This design comes from an exercise in tuning for small area, a short achievable clock period and few clock cycles per item on the open sky130 flow, not from production work.
Function was checked by simulation only, so behaviour that the tests miss may differ from the original.

==> design.v <==
module fp32_mul (
    input  wire [31:0] a,
    input  wire [31:0] b,
    output reg  [31:0] y
);
    localparam [31:0] QNAN = 32'h7FC00000;
    wire        sa = a[31];
    wire        sb = b[31];
    wire [7:0]  ea = a[30:23];
    wire [7:0]  eb = b[30:23];
    wire [22:0] fa = a[22:0];
    wire [22:0] fb = b[22:0];
    wire        sy = sa ^ sb;
    wire a_emax = &ea;
    wire b_emax = &eb;
    wire a_fz   = ~|fa;
    wire b_fz   = ~|fb;
    wire a_nan  = a_emax & ~a_fz;
    wire b_nan  = b_emax & ~b_fz;
    wire a_inf  = a_emax & a_fz;
    wire b_inf  = b_emax & b_fz;
    wire a_zero = ~|ea & a_fz;
    wire b_zero = ~|eb & b_fz;
    wire [23:0] man, mbn;
    wire [4:0]  lza, lzb;
    fp_norm24 na (.m({|ea, fa}), .n(man), .lz(lza));
    fp_norm24 nb (.m({|eb, fb}), .n(mbn), .lz(lzb));
    wire signed [10:0] e1 = $signed({3'b000, ea | {7'd0, ~|ea}}) - $signed({6'd0, lza})
                          + $signed({3'b000, eb | {7'd0, ~|eb}}) - $signed({6'd0, lzb})
                          - 11'sd126;
    wire [47:0] prod;
    mul24_booth mu (.a(man), .b(mbn), .p(prod));
    wire signed [10:0] t  = 11'sd1 - e1;
    wire        sub = (e1 < 11'sd2);
    wire [4:0]  sh  = (t > 11'sd25) ? 5'd25 : t[4:0];
    wire        nrm  = prod[47];
    wire [23:0] m_n  = nrm ? prod[47:24] : prod[46:23];
    wire        g_n  = nrm ? prod[23] : prod[22];
    wire        s_n  = (|prod[21:0]) | (nrm & prod[22]);
    wire signed [10:0] e_n = nrm ? e1 : e1 - 11'sd1;
    wire [47:0] w    = prod >> sh;
    wire [47:0] lowm = ~(48'hFFFFFFFFFFFF << ({1'b0, sh} + 6'd23));
    wire [23:0] m_s  = w[47:24];
    wire        g_s  = w[23];
    wire        s_s  = |(prod & lowm);
    reg [23:0] m;
    reg [7:0]  ef;
    reg        g, s, inc, ovf;
    reg [30:0] mag;
    always @* begin
        if (sub) begin
            m   = m_s;
            g   = g_s;
            s   = s_s;
            ef  = {7'd0, m_s[23]};
            ovf = 1'b0;
        end else begin
            m   = m_n;
            g   = g_n;
            s   = s_n;
            ef  = e_n[7:0];
            ovf = (e_n > 11'sd254);
        end
        inc = g & (s | m[0]);
        mag = {ef, m[22:0]} + {30'd0, inc};
        if (a_nan || b_nan || (a_inf && b_zero) || (a_zero && b_inf))
            y = QNAN;
        else if (a_inf || b_inf)
            y = {sy, 8'hFF, 23'd0};
        else if (a_zero || b_zero)
            y = {sy, 31'd0};
        else if (ovf || mag[30:23] == 8'hFF)
            y = {sy, 8'hFF, 23'd0};
        else
            y = {sy, mag};
    end
endmodule
module fp_norm24 (
    input  wire [23:0] m,
    output wire [23:0] n,
    output wire [4:0]  lz
);
    wire [31:0] v0 = {m, 8'h00};
    wire        z4 = ~|v0[31:16];
    wire [31:0] v1 = z4 ? {v0[15:0], 16'd0} : v0;
    wire        z3 = ~|v1[31:24];
    wire [31:0] v2 = z3 ? {v1[23:0], 8'd0} : v1;
    wire        z2 = ~|v2[31:28];
    wire [31:0] v3 = z2 ? {v2[27:0], 4'd0} : v2;
    wire        z1 = ~|v3[31:30];
    wire [31:0] v4 = z1 ? {v3[29:0], 2'd0} : v3;
    wire        z0 = ~v4[31];
    wire [31:0] v5 = z0 ? {v4[30:0], 1'd0} : v4;
    assign n  = v5[31:8];
    assign lz = {z4, z3, z2, z1, z0};
endmodule
module mul24_booth (
    input  wire [23:0] a,
    input  wire [23:0] b,
    output wire [47:0] p
);
    wire [26:0] bx = {3'b000, b};
    wire [47:0] rows [0:12];
    wire [12:0] negv;
    genvar i;
    generate
        for (i = 0; i < 13; i = i + 1) begin : g
            wire bm1 = (i == 0) ? 1'b0 : bx[2*i-1];
            wire b0  = bx[2*i];
            wire b1  = bx[2*i+1];
            wire neg = b1 & ~(b0 & bm1);
            wire one = b0 ^ bm1;
            wire two = (b1 & ~b0 & ~bm1) | (~b1 & b0 & bm1);
            wire [24:0] m = ({25{one}} & {1'b0, a}) | ({25{two}} & {a, 1'b0});
            wire [24:0] e = m ^ {25{neg}};
            wire [47:0] r = {22'd0, ~neg, e};
            assign rows[i] = r << (2*i);
            assign negv[i] = neg;
        end
    endgenerate
    wire [47:0] negs = {22'd0, negv[12], 1'b0, negv[11], 1'b0, negv[10], 1'b0, negv[9], 1'b0,
                        negv[8], 1'b0, negv[7], 1'b0, negv[6], 1'b0, negv[5], 1'b0, negv[4], 1'b0,
                        negv[3], 1'b0, negv[2], 1'b0, negv[1], 1'b0, negv[0]};
    assign p = rows[0] + rows[1] + rows[2] + rows[3] + rows[4] + rows[5] + rows[6]
             + rows[7] + rows[8] + rows[9] + rows[10] + rows[11] + rows[12]
             + negs + 48'h555556000000;
endmodule
module fp32_add (
    input  wire [31:0] a,
    input  wire [31:0] b,
    input  wire        sub,
    output reg  [31:0] y
);
    localparam [31:0] QNAN = 32'h7FC00000;
    wire [31:0] bb = {b[31] ^ sub, b[30:0]};
    wire a_emax = &a[30:23];
    wire b_emax = &b[30:23];
    wire a_fz   = ~|a[22:0];
    wire b_fz   = ~|b[22:0];
    wire a_nan  = a_emax & ~a_fz;
    wire b_nan  = b_emax & ~b_fz;
    wire a_inf  = a_emax & a_fz;
    wire b_inf  = b_emax & b_fz;
    wire        swap = bb[30:0] > a[30:0];
    wire [31:0] p = swap ? bb : a;
    wire [31:0] q = swap ? a : bb;
    wire [7:0]  xa  = a[30:23]  | {7'd0, ~|a[30:23]};
    wire [7:0]  xb  = bb[30:23] | {7'd0, ~|bb[30:23]};
    wire [7:0]  dab = xa - xb;
    wire [7:0]  dba = xb - xa;
    wire [7:0]  d   = swap ? dba : dab;
    wire [7:0]  ep  = swap ? xb : xa;
    wire [23:0] mp = {|p[30:23], p[22:0]};
    wire [23:0] mq = {|q[30:23], q[22:0]};
    wire        eff_sub = p[31] ^ q[31];
    wire [4:0]  dsh = (d > 8'd27) ? 5'd27 : d[4:0];
    wire [26:0] wq  = {mq, 3'b000};
    wire        st  = |(wq & ~(27'h7FFFFFF << dsh));
    wire [26:0] qa  = (wq >> dsh) | {26'd0, st};
    wire [27:0] sum = eff_sub ? ({1'b0, mp, 3'b000} - {1'b0, qa})
                              : ({1'b0, mp, 3'b000} + {1'b0, qa});
    wire [27:0] lim = (ep <= 8'd27) ? (28'h8000000 >> ep[4:0]) : 28'd0;
    wire [4:0]  lsh;
    fp_lzc28 lz (.x(sum | lim), .n(lsh));
    wire [27:0] n  = sum << lsh;
    wire [8:0]  er = {1'b0, ep} + 9'd1 - {4'd0, lsh};
    wire [23:0] m   = n[27:4];
    wire        g   = n[3];
    wire        s   = |n[2:0];
    wire        inc = g & (s | m[0]);
    wire [30:0] mag = {m[23] ? er[7:0] : 8'd0, m[22:0]} + {30'd0, inc};
    always @* begin
        if (a_nan || b_nan || (a_inf && b_inf && eff_sub))
            y = QNAN;
        else if (a_inf || b_inf)
            y = {p[31], 8'hFF, 23'd0};
        else if (sum == 28'd0)
            y = {p[31] & q[31], 31'd0};
        else if ((m[23] && er >= 9'd255) || mag[30:23] == 8'hFF)
            y = {p[31], 8'hFF, 23'd0};
        else
            y = {p[31], mag};
    end
endmodule
module fp_lzc28 (
    input  wire [27:0] x,
    output wire [4:0]  n
);
    wire [31:0] v = {x, 4'hF};
    wire [15:0] a1;             
    wire [15:0] c1;             
    genvar i;
    generate
        for (i = 0; i < 16; i = i + 1) begin : l1
            assign a1[i] = v[2*i+1] | v[2*i];
            assign c1[i] = ~v[2*i+1];
        end
    endgenerate
    wire [7:0]  a2;
    wire [15:0] c2;
    generate
        for (i = 0; i < 8; i = i + 1) begin : l2
            assign a2[i] = a1[2*i+1] | a1[2*i];
            assign c2[2*i+1:2*i] = a1[2*i+1] ? {1'b0, c1[2*i+1]} : {1'b1, c1[2*i]};
        end
    endgenerate
    wire [3:0]  a3;
    wire [11:0] c3;
    generate
        for (i = 0; i < 4; i = i + 1) begin : l3
            assign a3[i] = a2[2*i+1] | a2[2*i];
            assign c3[3*i+2:3*i] = a2[2*i+1] ? {1'b0, c2[4*i+3:4*i+2]} : {1'b1, c2[4*i+1:4*i]};
        end
    endgenerate
    wire [1:0]  a4;
    wire [7:0]  c4;
    generate
        for (i = 0; i < 2; i = i + 1) begin : l4
            assign a4[i] = a3[2*i+1] | a3[2*i];
            assign c4[4*i+3:4*i] = a3[2*i+1] ? {1'b0, c3[6*i+5:6*i+3]} : {1'b1, c3[6*i+2:6*i]};
        end
    endgenerate
    assign n = a4[1] ? {1'b0, c4[7:4]} : {1'b1, c4[3:0]};
endmodule
module oscen_biquad (
    input  wire        clk,
    input  wire        rst,
    input  wire        in_valid,
    output wire        in_ready,
    input  wire [1:0]  in_op,
    input  wire        in_unit,
    input  wire [2:0]  in_sel,
    input  wire [31:0] in_data,
    output reg         out_valid,
    output reg  [31:0] out_data
);
    localparam NFLT = 2;
    localparam [1:0] OP_PROCESS = 2'd0;
    localparam [1:0] OP_SETCOEF = 2'd1;
    localparam [1:0] OP_RESET   = 2'd2;
    reg [31:0] b0 [0:NFLT-1];
    reg [31:0] b1 [0:NFLT-1];
    reg [31:0] b2 [0:NFLT-1];
    reg [31:0] a1 [0:NFLT-1];
    reg [31:0] a2 [0:NFLT-1];
    reg [31:0] x1 [0:NFLT-1];
    reg [31:0] x2 [0:NFLT-1];
    reg [31:0] y1 [0:NFLT-1];
    reg [31:0] y2 [0:NFLT-1];
    reg        v1;
    reg [1:0]  op1;
    reg        u1;
    reg [2:0]  sel1;
    reg [31:0] d1;
    reg        pv2, pv3;
    reg        u2, u3;
    reg [31:0] r0, r1, r2;
    wire pr1 = v1 && (op1 == OP_PROCESS);
    wire rs1 = v1 && (op1 == OP_RESET);
    wire sc1 = v1 && (op1 == OP_SETCOEF);
    assign in_ready = ~pr1;
    wire [31:0] pa, pb, pc;
    fp32_mul mA (.a(pv2 ? a1[u2] : b0[u1]), .b(pv2 ? y1[u2] : d1),     .y(pa));
    fp32_mul mB (.a(pv2 ? a2[u2] : b1[u1]), .b(pv2 ? y2[u2] : x1[u1]), .y(pb));
    fp32_mul mC (.a(b2[u1]),                .b(x2[u1]),                .y(pc));
    wire [31:0] s, t;
    fp32_add adA (.a(r0), .b(r1), .sub(pv3), .y(s));
    fp32_add adB (.a(s),  .b(r2), .sub(pv3), .y(t));
    integer k;
    always @(posedge clk) begin
        if (rst) begin
            v1        <= 1'b0;
            pv2       <= 1'b0;
            pv3       <= 1'b0;
            out_valid <= 1'b0;
            for (k = 0; k < NFLT; k = k + 1) begin
                b0[k] <= 32'd0; b1[k] <= 32'd0; b2[k] <= 32'd0;
                a1[k] <= 32'd0; a2[k] <= 32'd0;
                x1[k] <= 32'd0; x2[k] <= 32'd0;
                y1[k] <= 32'd0; y2[k] <= 32'd0;
            end
        end else begin
            v1  <= in_valid & in_ready;
            pv2 <= pr1;
            pv3 <= pv2;
            out_valid <= pv3;
            if (pv3) begin
                y2[u3] <= y1[u3];
                y1[u3] <= t;
            end
            if (sc1) begin
                case (sel1)
                    3'd0: b0[u1] <= d1;
                    3'd1: b1[u1] <= d1;
                    3'd2: b2[u1] <= d1;
                    3'd3: a1[u1] <= d1;
                    3'd4: a2[u1] <= d1;
                    default: ;
                endcase
            end
            if (pr1) begin
                x2[u1] <= x1[u1];
                x1[u1] <= d1;
            end
            if (rs1) begin
                x1[u1] <= 32'd0;
                x2[u1] <= 32'd0;
                y1[u1] <= 32'd0;
                y2[u1] <= 32'd0;
            end
        end
    end
    always @(posedge clk) begin
        if (in_valid & in_ready) begin
            op1  <= in_op;
            u1   <= in_unit;
            sel1 <= in_sel;
            d1   <= in_data;
        end
        if (pr1) begin
            u2 <= u1;
            r0 <= pa;
            r1 <= pb;
            r2 <= pc;
        end
        if (pv2) begin
            u3 <= u2;
            r0 <= t;
            r1 <= pa;
            r2 <= pb;
        end
        if (pv3) out_data <= t;
    end
endmodule
==> run.sh <==
#!/bin/bash
# synth_recipe.tcl (not shown) runs the flow's synth.tcl, then flattens the netlist and writes it again
# the make line also repeats each setting of config.mk as NAME=value (left out here)
make -C /OpenROAD-flow-scripts/flow DESIGN_CONFIG=/design/flow/config.mk WORK_HOME=/design/flow/orfs CLKGATE_MAP_FILE= SYNTH_SCRIPT=/design/flow/synth_recipe.tcl finish
==> config.mk <==
export PLATFORM = sky130hd
export DESIGN_NAME = oscen_biquad
export DESIGN_NICKNAME = oscen_biquad
export VERILOG_FILES = /design/flow/design.v
export SDC_FILE = /design/flow/constraint.sdc
export NUM_CORES = 4
export LEC_CHECK = 0
export CAP_MARGIN = 20
export CORE_MARGIN = 2
export CORE_UTILIZATION = 40
export PLACE_DENSITY = 0.6
export SLEW_MARGIN = 20
==> constraint.sdc <==
create_clock -name core_clock -period 120.0 [get_ports {clk}]
set_input_delay 24.0000 -clock core_clock [delete_from_list [all_inputs] [get_ports {clk}]]
set_output_delay 24.0000 -clock core_clock [all_outputs]
set_load 0.01 [all_outputs]
==> results of run 1 <==
-- routing by layer --
layer | wire, µm | share of wire [%]
met5 | 43 | 0.0087
met4 | 24120 | 4.9
met3 | 44010 | 8.9
met2 | 217600 | 44
met1 | 207300 | 42
-- final timing paths --
path	startpoint	to	slack (ns)	cells after the start
max	r0[27]	r0[21]	85.99	131
min	y1[1][0]	y1[1][0]	0.46	2
max reg2reg	r0[27]	r0[21]	85.99	131
min reg2reg	y1[1][0]	y1[1][0]	0.46	2
-- per-stage QoR --
step | std cells | hold slack, ns | util [%] | setup WS [ns]
4_1_cts | 19030 | 0.4653 | 42.79 | 86.92
3_3_place_gp | 18890 | 0.4498 | 41.95 | 87.10
6_report | 19040 | 0.4634 | 42.80 | 85.99
2_1_floorplan | 15330 | 0.4324 | - | 92.76
3_5_place_dp | 18890 | 0.4572 | 41.95 | 87.00
5_1_grt | 19030 | 0.4888 | 42.80 | 83.48
-- layout make-up --
type	count	area [µm²]
fill	31160	176500
multi-input combinational	12380	95010
sequential	751	21210
tap	4120	5155
inverter	1165	4378
timing repair buffer	469	3711
clock buffer	101	2123
clock inverter	42	483.0
antenna	3	7.507
-- registers in the layout, indices dropped and copies added, names as in the netlist, 64 cells and up, named ones only --
name  count
y1       64
b1       64
x2       64
b0       64
x1       64
b2       64
a1       64
y2       64
a2       64
-- logic make-up (layout without fill, tap and decap cells) --
kind of cell	Yosys count	count (layout)	share of synthesized area, %
other	0	3	0
buffers and inverters	2193	1777	6.784
multiplexers	683	683	5.808
flip-flops	751	751	17.10
XOR/XNOR	1315	1315	9.298
AO/OA/AOI/OAI	4212	4212	22.69
adder cells (fa/ha/maj)	1547	1547	19.93
AND/OR/NAND/NOR	4627	4627	18.38
-- worst max-delay path, delay by kind of cell, from the launching register on --
kind                       cells  cell delay [ns]
and+or+nand+nor               43            11.73
DFF                            1             0.52
muxes                          4             1.63
xor gates and xnor gates       4             0.81
buffers and inverters         12             3.19
adders and majority gates      8             2.75
AOI/OAI and AO/OA             60            13.13
-- placed cells by master, fill, tap and decap left out, types with 458 or more instances in the layout --
master / netlist / final
fa_1: 713 / 713
a22oi_1: 797 / 797
inv_1: 1129 / 1128
nor2_1: 1136 / 1104
a21oi_1: 986 / 978
mux2i_1: 488 / 458
nand2_1: 1291 / 1288
xnor2_1: 1059 / 1059
ha_1: 833 / 833
o21ai_0: 631 / 630
edfxtp_1: 616 / 616
==> reports/metrics.csv, run 1 <==
metric,value,unit
ys_async_sr_fraction,0,%
max_freq,29.40,MHz
crit_required,120.49,ns
grt_setup_unrepaired,false,
clock_latency,0.73,ns
drt_iter0_drc,13870,
gr-total-overflow,0,
synthTopCellsByArea,"edfxtp_1, fa_1, ha_1",
synth_cell_type_count,131,
worst_pin_slew,1.317,ns
drv_cap,0,
ys_ff_latch,751,
clockBufferDepth,3,
synthCells,15330,
antenna_left,0,
avgSynthCellArea,8.087,µm²
start_kind,flip-flop,
ys_warn_count,4,
cp_max_fo,55,
synth-edff-count,616,
synthTopCellsByCount,"nand2_1, nor2_1, inv_1",
yosysMostFrequentCell,nand2_1,
top_usage_layer,met2,
routed_wl,493100,µm
use_met2,46.87,%
cts_tree,yes,
die-area,314300,µm²
port_buffers,74,
hpwl,367900,µm
drcViolationCount,0,
yosysTopAreaCellShare,14.92,%
die_y,560.7,µm
cts_sinks,751,
rows,204,
clk_pin_slew_worst_paths,0.06,ns
dr.pass1.iters,11,
cts_resized,0,
postCtsSetupRepairBufs,0,
start_util,40.17,%
grt_first_pass_wirelength,735400,µm
grt_pass1_vias,112200,
gr-usage-all-layers,30.13,%
final.setup.tns,0,ns
critical-path-top-cell-by-count,a21oi_1,
htree_levels,3,
min_period_over_period,28.34,%
grt_antenna_before_repair,12,
slew_violations,0,
cpMaxStageDelayCell,a2111oi_0,
use_met1,41.15,%
worstSetupPathType,reg2reg,
min_path_type,reg2reg,
clock_skew,0.07349,ns
synth_top_flop_cell,edfxtp_1,
setup_violations,0,
slew-limit-headroom,11.54,%
postPlaceCellArea,129500,µm²
synth_nets,16920,
die_x,560.7,µm
min_period,34.01,ns
stdcell_area,132100,µm²
grt_max_degree,114,
viasPerCell,6.226,
numCtsBuffers,79,
core,308600,µm²
met3_usage,4.963,%
finalNetCount,16440,
yosysSeqAreaShare,17.10,%
place_congestion,1.016,
io_pins,75,
syn_to_final_growth,6.557,%
clockRootBuffer,clkbuf_16,
crit_path_end_kind,flip-flop,
cts.hold.buffers_added,0,
wl_per_cell,25.91,µm
drive_gt1_share,7.316,%
crit_path_max_incr_delay,0.83,ns
vias,118500,
status,finished clean,
arrival,34.51,ns
final_hold_viol_count,0,
synth_area,124000,µm²
yosys.area.top_type,edfxtp_1,
Testbench counts, summed over its fixed seeds: cycles 32,424, items 16,000.
==> run 2, diff against run 1 <==
--- a/config.mk
+++ b/config.mk
@@ -5,6 +5,7 @@
 export SDC_FILE = /design/flow/constraint.sdc
 export NUM_CORES = 4
 export LEC_CHECK = 0
+export ABC_AREA = 1
 export CAP_MARGIN = 20
 export CORE_MARGIN = 2
 export CORE_UTILIZATION = 40
==> reports/metrics.csv, run 2 <==
metric,value,unit,change
grt_antenna_before_repair,18,,+6
multi_input_area,84980,µm²,-11%
die_x,547.2,µm,-2.4%
crit_path_end_kind,flip-flop,,
final.setup.tns,0,ns,unchanged
start_kind,flip-flop,,
cpMaxStageDelayCell,nand2_4,,
drive_gt1_share,4.488,%,-2.8 points
routed_wl,443100,µm,-10%
cts.hold.buffers_added,0,,unchanged
layout_commonest_cell,nand2_1,,
crit_path_max_incr_delay,0.77,ns,-0.06 ns
synthTopCellsByArea,"edfxtp_1, fa_1, nand2_1",,
clockBufferDepth,3,,unchanged
arrival,28.69,ns,-5.82 ns
grt_first_pass_wirelength,668100,µm,-9.1%
port_buffers,74,,unchanged
yosys.area.top_type,edfxtp_1,,
cts_sinks,751,,unchanged
synth_nets,18400,,+8.8%
die-area,299500,µm²,-4.7%
status,finished clean,,
cts_tree,yes,,
slew-limit-headroom,13.08,%,+1.5 points
core,293800,µm²,-4.8%
die_y,547.2,µm,-2.4%
max_freq,35.34,MHz,+20%
setup_violations,0,,unchanged
gr-usage-all-layers,28.49,%,-1.6 points
gr-total-overflow,0,,unchanged
slew_violations,0,,unchanged
clock_skew,0.06257,ns,-0.01092 ns
synth-edff-count,616,,unchanged
place_congestion,0.9894,,-2.6%
yosysSeqAreaShare,17.96,%,+0.86 points
clk_pin_slew_worst_paths,0.07,ns,about the same
synth_top_flop_cell,edfxtp_1,,
fillers,30970,,-0.60%
yosysTopAreaCellShare,15.67,%,+0.75 points
crit_required,120.40,ns,-0.09 ns
ys_ff_latch,751,,unchanged
postCtsSetupRepairBufs,0,,unchanged
clockRootBuffer,clkbuf_16,,
drcViolationCount,0,,unchanged
final_hold_viol_count,0,,unchanged
drt_iter0_drc,13970,,+0.67%
vias,116100,,-2.1%
synth_cell_type_count,87,,-34%
synth_area,118000,µm²,-4.8%
finalNetCount,17880,,+8.8%
drv_cap,0,,unchanged
viasPerCell,5.722,,-8.1%
grt_pass1_vias,107400,,-4.3%
yosysMostFrequentCell,nand2_1,,
numCtsBuffers,81,,+2.5%
rows,199,,-2.5%
cp_max_fo,113,,+110%
wl_per_cell,21.84,µm,-16%
synthCells,16810,,+9.7%
dp_slack,92.01,ns,+5.011 ns
htree_levels,3,,unchanged
min_period,28.29,ns,-5.718 ns
synthTopCellsByCount,"nand2_1, inv_1, nor2_1",,
critical-path-top-cell-by-count,nand2_1,,
io_pins,75,,unchanged
ys_warn_count,4,,unchanged
grt_setup_unrepaired,false,,
clock_latency,0.74,ns,about the same
grt_max_degree,114,,unchanged
setup_ws,91.71,ns,+5.718 ns
postLayoutCoreUtil,42.32,%,-0.48 points
dr.pass1.iters,27,,+16
antenna_left,0,,unchanged
syn_to_final_growth,5.317,%,
avgSynthCellArea,7.022,µm²,-13%
ys_async_sr_fraction,0,%,unchanged
worst_pin_slew,1.290,ns,-0.02730 ns
min_path_type,reg2reg,,
mostFrequentLayoutCells,"nand2_1, inv_1, nor2_1, o21ai_0, xor2_1",,
regArea,21220,µm²,about the same
worstSetupPathType,reg2reg,,
start_util,40.18,%,about the same
cts_resized,0,,unchanged
hpwl,339500,µm,-7.7%
min_period_over_period,23.58,%,-4.8 points
## run 2: final timing paths
kind | start | end | slack [ns] | depth (start not counted)
hold reg to reg | y2[1][11] | y2[1][11] | 0.46 | 2
setup / recovery | r1[26] | r0[12] | 91.71 | 150
setup reg to reg | r1[26] | r0[12] | 91.71 | 150
hold / removal | y2[1][11] | y2[1][11] | 0.46 | 2
## run 2: logic make-up (layout without fill, tap and decap cells)
family	Yosys count	after routing	synth area share, %
xor gates and xnor gates	1276	1276	9.467
AOI/OAI and AO/OA	3419	3419	16.57
adders and majority gates	1546	1546	20.92
buffers and inverters	3023	2566	10.28
muxes	58	58	0.4918
and+or+nand+nor	6738	6738	24.32
DFF	751	751	17.96
other	0	10	0
## run 2: critical path: cells and delay by family, from the launching register on
family,cells,cell delay [ns]
adders and majority gates,9,3.05
buffers and inverters,23,4.47
and+or+nand+nor,84,13.67
AOI/OAI and AO/OA,32,5.94
xor gates and xnor gates,2,0.32
DFF,1,0.38
## run 2: cell type report
type	count	share of cell area [%]
sequential	751	17.07
clock buffer	97	1.679
multi-input combinational	13040	68.35
clock inverter	44	0.3844
timing repair buffer	354	2.293
inverter	2071	6.265
tap	3919	3.944
antenna	10	0.02013
## run 2: metrics by stage
step / hold slack [ns] / cell area, µm² / instances
2_1_floorplan: 0.4244 / 118000 / 16810
3_3_place_gp: 0.4451 / 121700 / 20130
3_5_place_dp: 0.4519 / 121700 / 20130
4_1_cts: 0.4616 / 124300 / 20270
5_1_grt: 0.4762 / 124300 / 20270
6_report: 0.4606 / 124300 / 20280
## run 2: metal layers
layer / routed length, µm / vias to the layer above / track usage, %
li1: - / 54970 / -
met1: 192100 / 54850 / 40.21
met2: 190100 / 5518 / 43.19
met3: 42160 / 718 / 5.041
met4: 18650 / 2 / 10.76
met5: 13 / - / 0

[what the ideal ports hide]
The results above use ideal ports. As a check the final layouts listed here were re-extracted and re-timed, cells and wires unchanged. Step 1 (the two cells are an assumption about what drives the block):
set clk [get_ports {clk}]
set_driving_cell -lib_cell sky130_fd_sc_hd__clkbuf_16 $clk
set_driving_cell -lib_cell sky130_fd_sc_hd__buf_2 [delete_from_list [all_inputs] $clk]
Step 2, shift: input delay + t, output delay - t, t = (earliest + latest rising clock arrival at the registers) / 2. This alone moves slack from input paths to output paths. Slacks: ideal / step 1 / step 2; pairs: ideal / step 1.
run | t (ns) | slack for setup (ns) | latest minus earliest clock arrival (ns)
run 1 | 0.767 | 85.989 / 85.989 / 85.989 | 0.073 / 0.074
run 2 | 0.772 | 91.706 / 91.706 / 91.706 | 0.064 / 0.064
After both steps every run listed still meets setup and hold.
